What follows belongs to an exercise in optimizing a design on an open flow for small area, a short achievable clock period and few clock cycles; a production flow would make more cautious choices.
At most, simulation tests tie the RTL to the original design; equivalence was not proved.
Power is estimated from default activity; no workload was simulated.

==> wip/sierra: inputs <==
Design sm1_codec, start of the top module:
module sm1_codec (
    input  wire        clk,
    input  wire        rst,           
    input  wire        cmd_valid,
    output wire        cmd_ready,
    input  wire [31:0] cmd_data,
    input  wire        cmd_last,
    input  wire [31:0] ts_in,         
    output wire        rsp_valid,
    input  wire        rsp_ready,
    output wire [31:0] rsp_data,
    output wire        rsp_last
);
==> flow/config.mk <==
export PLATFORM = sky130hd
export DESIGN_NAME = sm1_codec
export DESIGN_NICKNAME = sm1_codec
export VERILOG_FILES = /design/flow/design.v
export SDC_FILE = /design/flow/constraint.sdc
export NUM_CORES = 4
export LEC_CHECK = 0
export CAP_MARGIN = 20
export CORE_MARGIN = 2
export CORE_UTILIZATION = 40
export SLEW_MARGIN = 20
==> flow/constraint.sdc <==
create_clock -name core_clock -period 10.0 [get_ports {clk}]
set_input_delay 2.0000 -clock core_clock [delete_from_list [all_inputs] [get_ports {clk}]]
set_output_delay 2.0000 -clock core_clock [all_outputs]
set_load 0.01 [all_outputs]
standard.sh (not shown) runs the stock make flow with config.mk's settings and CLKGATE_MAP_FILE= SYNTH_SCRIPT=/design/flow/synth_recipe.tcl, a recipe that flattens the netlist after the stock synthesis.
==> flow/flow/run.sh <==
#!/bin/bash
set -euo pipefail
bash standard.sh SETUP_SLACK_MARGIN=6.5 finish > standard.log 2>&1
==> wip/tundra (differences from wip/sierra) <==
--- a/flow/design.v
+++ b/flow/design.v
@@ -447,20 +447,18 @@
         if (exec) begin
             w0r   <= x_w;
             gtype <= x_gt;
             x_rt  <= rec_rt;
             x_ch  <= e_ch;
             x_ver <= c_enc ? c_b25 : e_ver;
         end
     end
-    reg rst_r;
-    always @(posedge clk) rst_r <= rst;
     always @(posedge clk) begin
-        if (rst_r) begin
+        if (rst) begin
             cfg_ver   <= 1'b1;
             cfg_cken  <= 1'b1;
             cfg_rxdir <= 1'b0;
             lt7 <= 1'b1; lt9 <= 1'b0; lt10 <= 1'b0;
             len0 <= 4'd0;  len1 <= 4'd0;
             ok0  <= 32'd0; ok1  <= 32'd0;
             ckf0 <= 32'd0; ckf1 <= 32'd0;
             mal0 <= 32'd0; mal1 <= 32'd0;
==> flow/flow/run.sh (replaced) <==
#!/bin/bash
set -euo pipefail
bash standard.sh SETUP_SLACK_MARGIN=7 finish > standard.log 2>&1
==> wip/umber (differences from wip/sierra) <==
--- a/flow/design.v
+++ b/flow/design.v
@@ -64,17 +64,19 @@
     output wire [31:0] rsp_data,
     output wire        rsp_last
 );
     localparam G_DEC = 2'd0, G_STATS = 2'd1, G_FRAME = 2'd2;
     reg        cfg_ver, cfg_cken, cfg_rxdir;
     reg        lt7, lt9, lt10;        
     reg [63:0] s0, s1;                
     reg [3:0]  len0, len1;
+    reg        ate0, ate1;            
     reg [7:0]  wsum0, wsum1;
+    reg        weq0, weq1;            
     reg [31:0] ok0, ok1, ckf0, ckf1, mal0, mal1, lts0, lts1;
     reg        seen0, seen1;
     reg        cv, cc;                
     reg        c_feed, c_dec, c_enc, c_rsta, c_rsts, c_rdst, c_wrcfg, c_rdcfg, c_badop;
     reg        c_mid, c_resx;         
     reg        c_ch, c_b26, c_b25;
     reg [7:0]  c_lo;
     reg        c_b02, c_b03;          
@@ -193,24 +195,22 @@
     wire       e_n9  = c_dec ? c_b26 : !lt7;
     wire       e_n10 = c_dec ? (c_b26 & c_b25) : lt10;
     wire [7:0]  top0 = ({8{lt7}} & s0[39:32]) | ({8{lt9}} & s0[55:48]) | ({8{lt10}} & s0[63:56]);
     wire [7:0]  top1 = ({8{lt7}} & s1[39:32]) | ({8{lt9}} & s1[55:48]) | ({8{lt10}} & s1[63:56]);
     wire [7:0] d_cks  = e_n10 ? opr[63:56] : (e_n9 ? opr[55:48] : opr[39:32]);
     wire [7:0] cks_rx = c_dec ? d_cks : (c_ch ? top1 : top0);
     wire [7:0] osa4   = add8(osa, opr[31:24]);
     wire [7:0] csum   = c_dec ? (c_b26 ? osr : osa4) : (c_ch ? wsum1 : wsum0);
-    wire       ck0    = cfg_cken && (wsum0 != top0);
-    wire       ck1    = cfg_cken && (wsum1 != top1);
+    wire       ck0    = cfg_cken && !weq0;
+    wire       ck1    = cfg_cken && !weq1;
     wire       ckd    = c_b26 ? (osr != d_cks) : !sum_is(osa, opr[31:24], opr[39:32]);
     wire       ckbad  = c_dec ? (cfg_cken && ckd) : (c_ch ? ck1 : ck0);
     wire [1:0] rec_rt = e_dir ? 2'd3 : ((e1[7:3] == 5'd0) ? 2'd1 : 2'd2);
     wire [3:0] lrx  = {lt9 | lt10, lt7, lt7 | lt10, lt7 | lt9};
-    wire       ate0 = lt7 ? (len0 == 4'd6) : (lt9 ? (len0 == 4'd8) : (len0 == 4'd9));
-    wire       ate1 = lt7 ? (len1 == 4'd6) : (lt9 ? (len1 == 4'd8) : (len1 == 4'd9));
     wire       at_end = c_ch ? ate1 : ate0;
     wire       f_done = at_end && c_b03;      
     wire       f_mal  = at_end && !c_b03;     
     function [3:0] feed_len(input [63:0] sb, input [3:0] ln, input ate);
         reg [3:0] m7, m9, m10;
         integer k;
         begin
             m7 = c_b02 ? 4'd1 : 4'd0;
@@ -313,18 +313,19 @@
     wire       cc_n    = take_hdr ? cmd_last : (cc || (take_opd && cmd_last));
     wire       gbusy_n = exec ? !(direct && x1) : ((gpush && g_last) ? 1'b0 : gbusy);
     wire [2:0] gk_n    = exec ? {2'd0, direct} : (gpush ? gk + 3'd1 : gk);
     wire [4:0] grem_n  = exec ? (direct ? {1'b0, x5, x4, x3, 1'b0} : {x5, x4, x3, 1'b0, x1})
                               : (gpush ? {1'b0, grem[4:1]} : grem);
     wire       x_opr_n = exec ? c_opr : x_opr;
     wire       q1v_n   = q1v ? !pop : (q0v && push && !pop);
     wire       q0v_n   = q1v ? 1'b1 : (push || (q0v && !pop));
-    wire       single  = illegal || c_rsta || c_rsts || c_wrcfg || c_rdcfg || (c_feed && !f_done) ||
-                         (c_enc && field != 4'd0) || (c_dec && (d_lenbad || d_stx || d_etx));
+    wire       single  = illegal || c_rsta || c_rsts || c_wrcfg || c_rdcfg ||
+                         (c_feed && (!f_done || ckbad)) || (c_enc && field != 4'd0) ||
+                         (c_dec && (d_lenbad || d_stx || d_etx || ckbad));
     wire       gfree_n = exec ? (single && (direct || !q1v_n))
                               : (!gbusy_n || (!q1v_n && (gpush ? grem[1] : grem[0])));
     wire       cdec_n  = ld_hdr ? (i_op == 4'h2) : c_dec;
     wire       cb26_n  = ld_hdr ? cmd_data[26] : c_b26;
     wire       sched_n = cc_n && gfree_n && !(exec && c_wrcfg);
     wire       ex_n    = cv_n && sched_n;
     wire       rdy_n   = !cv_n || sched_n || (!cc_n && !(gbusy_n && x_opr_n));
     wire legal    = exec && !illegal;
@@ -449,70 +450,73 @@
             gtype <= x_gt;
             x_rt  <= rec_rt;
             x_ch  <= e_ch;
             x_ver <= c_enc ? c_b25 : e_ver;
         end
     end
     reg rst_r;
     always @(posedge clk) rst_r <= rst;
+    wire       lclr   = rst_r || (do_wrcfg && cfg_chg);
+    wire [3:0] len0_n = (lclr || (do_rstas && !c_ch)) ? 4'd0 : ((do_feed && !c_ch) ? flen0 : len0);
+    wire [3:0] len1_n = (lclr || (do_rstas &&  c_ch)) ? 4'd0 : ((do_feed &&  c_ch) ? flen1 : len1);
+    wire       lt7_n  = rst_r ? 1'b1 : (do_wrcfg ? !c_lo[2] : lt7);
+    wire       lt9_n  = rst_r ? 1'b0 : (do_wrcfg ? (c_lo[2] && !c_lo[0]) : lt9);
+    wire       lt10_n = rst_r ? 1'b0 : (do_wrcfg ? (c_lo[2] && c_lo[0]) : lt10);
+    always @(posedge clk) begin
+        len0 <= len0_n; len1 <= len1_n;
+        lt7 <= lt7_n; lt9 <= lt9_n; lt10 <= lt10_n;
+        ate0 <= (lt7_n && len0_n == 4'd6) || (lt9_n && len0_n == 4'd8) || (lt10_n && len0_n == 4'd9);
+        ate1 <= (lt7_n && len1_n == 4'd6) || (lt9_n && len1_n == 4'd8) || (lt10_n && len1_n == 4'd9);
+    end
     always @(posedge clk) begin
         if (rst_r) begin
             cfg_ver   <= 1'b1;
             cfg_cken  <= 1'b1;
             cfg_rxdir <= 1'b0;
-            lt7 <= 1'b1; lt9 <= 1'b0; lt10 <= 1'b0;
-            len0 <= 4'd0;  len1 <= 4'd0;
             ok0  <= 32'd0; ok1  <= 32'd0;
             ckf0 <= 32'd0; ckf1 <= 32'd0;
             mal0 <= 32'd0; mal1 <= 32'd0;
             lts0 <= 32'd0; lts1 <= 32'd0;
             seen0 <= 1'b0; seen1 <= 1'b0;
         end else begin
             if (pend_v) begin
                 if (csel[0]) ok0  <= cinc;
                 if (csel[1]) ckf0 <= cinc;
                 if (csel[2]) mal0 <= cinc;
                 if (csel[4]) ok1  <= cinc;
                 if (csel[5]) ckf1 <= cinc;
                 if (csel[6]) mal1 <= cinc;
             end
             if (do_feed) begin
-                if (c_ch) len1 <= flen1; else len0 <= flen0;
                 if (f_done) begin
                     if (c_ch) begin lts1 <= c_ts; seen1 <= 1'b1; end
                     else      begin lts0 <= c_ts; seen0 <= 1'b1; end
                 end
             end
-            if (do_rstas) begin
-                if (c_ch) len1 <= 4'd0; else len0 <= 4'd0;
-            end
             if (do_rstst) begin
                 if (c_ch) begin
                     ok1 <= 32'd0; ckf1 <= 32'd0; mal1 <= 32'd0;
                     lts1 <= 32'd0; seen1 <= 1'b0;
                 end else begin
                     ok0 <= 32'd0; ckf0 <= 32'd0; mal0 <= 32'd0;
                     lts0 <= 32'd0; seen0 <= 1'b0;
                 end
             end
             if (do_wrcfg) begin
-                if (cfg_chg) begin len0 <= 4'd0; len1 <= 4'd0; end
                 cfg_ver   <= c_lo[0];
                 cfg_cken  <= c_lo[1];
                 cfg_rxdir <= c_lo[2];
-                lt7  <= !c_lo[2];
-                lt9  <= c_lo[2] && !c_lo[0];
-                lt10 <= c_lo[2] && c_lo[0];
             end
         end
         if (sclr) begin
             s0 <= 64'd0; s1 <= 64'd0; wsum0 <= 8'd0; wsum1 <= 8'd0;
+            weq0 <= 1'b1; weq1 <= 1'b1;
         end else if (do_feed && !f_done) begin
-            if (c_ch) begin s1 <= shift_in(s1); wsum1 <= wsh1; end
-            else      begin s0 <= shift_in(s0); wsum0 <= wsh0; end
+            if (c_ch) begin s1 <= shift_in(s1); wsum1 <= wsh1; weq1 <= (wsh1 == c_lo); end
+            else      begin s0 <= shift_in(s0); wsum0 <= wsh0; weq0 <= (wsh0 == c_lo); end
         end
         if (do_feed && (f_done || f_mal))
             csel <= 8'd1 << {c_ch, (f_mal ? 2'd2 : (ckbad ? 2'd1 : 2'd0))};
         else
             csel <= 8'd1 << {(exec ? e_ch : x_ch), gk_n[1:0] - 2'd1};
     end
 endmodule
==> comparison <==
In wip/tundra the register-to-register slack is worse than in wip/umber, by 0.08 ns.
In sequential power, wip/umber and wip/sierra hardly differ.
Cell area, highest first: wip/tundra, wip/umber, wip/sierra.
Of wip/sierra and wip/umber, wip/umber has the higher flip-flop and latch count (gap 4).
Synthesized area: wip/umber is higher than wip/sierra (1.7%).
Testbench counts of wip/umber, summed over its fixed seeds: cycles 24,004.
Function not checked in wip/sierra and wip/tundra: the RTL went through the layout flow alone.

port drivers added, routing unchanged:
How much do the figures lean on ideal ports? The routed layouts below were timed once more, with nothing changed but the port constraints.
Step 1: set_driving_cell puts a clkbuf_16 on clk and a buf_2 on each other input, an assumption about the parent block.
Step 2 also shifts input and output timing later by t, the mid clock arrival at the registers, as if the neighbouring blocks saw the same clock.
Slacks: ideal ports / drivers / drivers and shift; pairs: ideal ports / drivers.
| run | shift t [ns] | setup slack, ns | worst setup path at the end | latest minus earliest clock arrival (ns) | pins driven straight from the clock port |
|---|---|---|---|---|---|
| wip/sierra | 0.722 | 6.480 / 6.480 / 5.819 | input to register | 0.031 / 0.031 | 1 |
| wip/tundra | 0.728 | 6.416 / 6.416 / 6.377 | input to register | 0.035 / 0.034 | 1 |
| wip/umber | 0.746 | 6.497 / 6.474 / 5.925 | input to register | 0.038 / 0.038 | 1 |
After both steps setup and hold are still met in every run listed. The setup slack of wip/sierra, which loses most, moves by 0.000 ns with the drivers and by -0.661 ns with both steps.
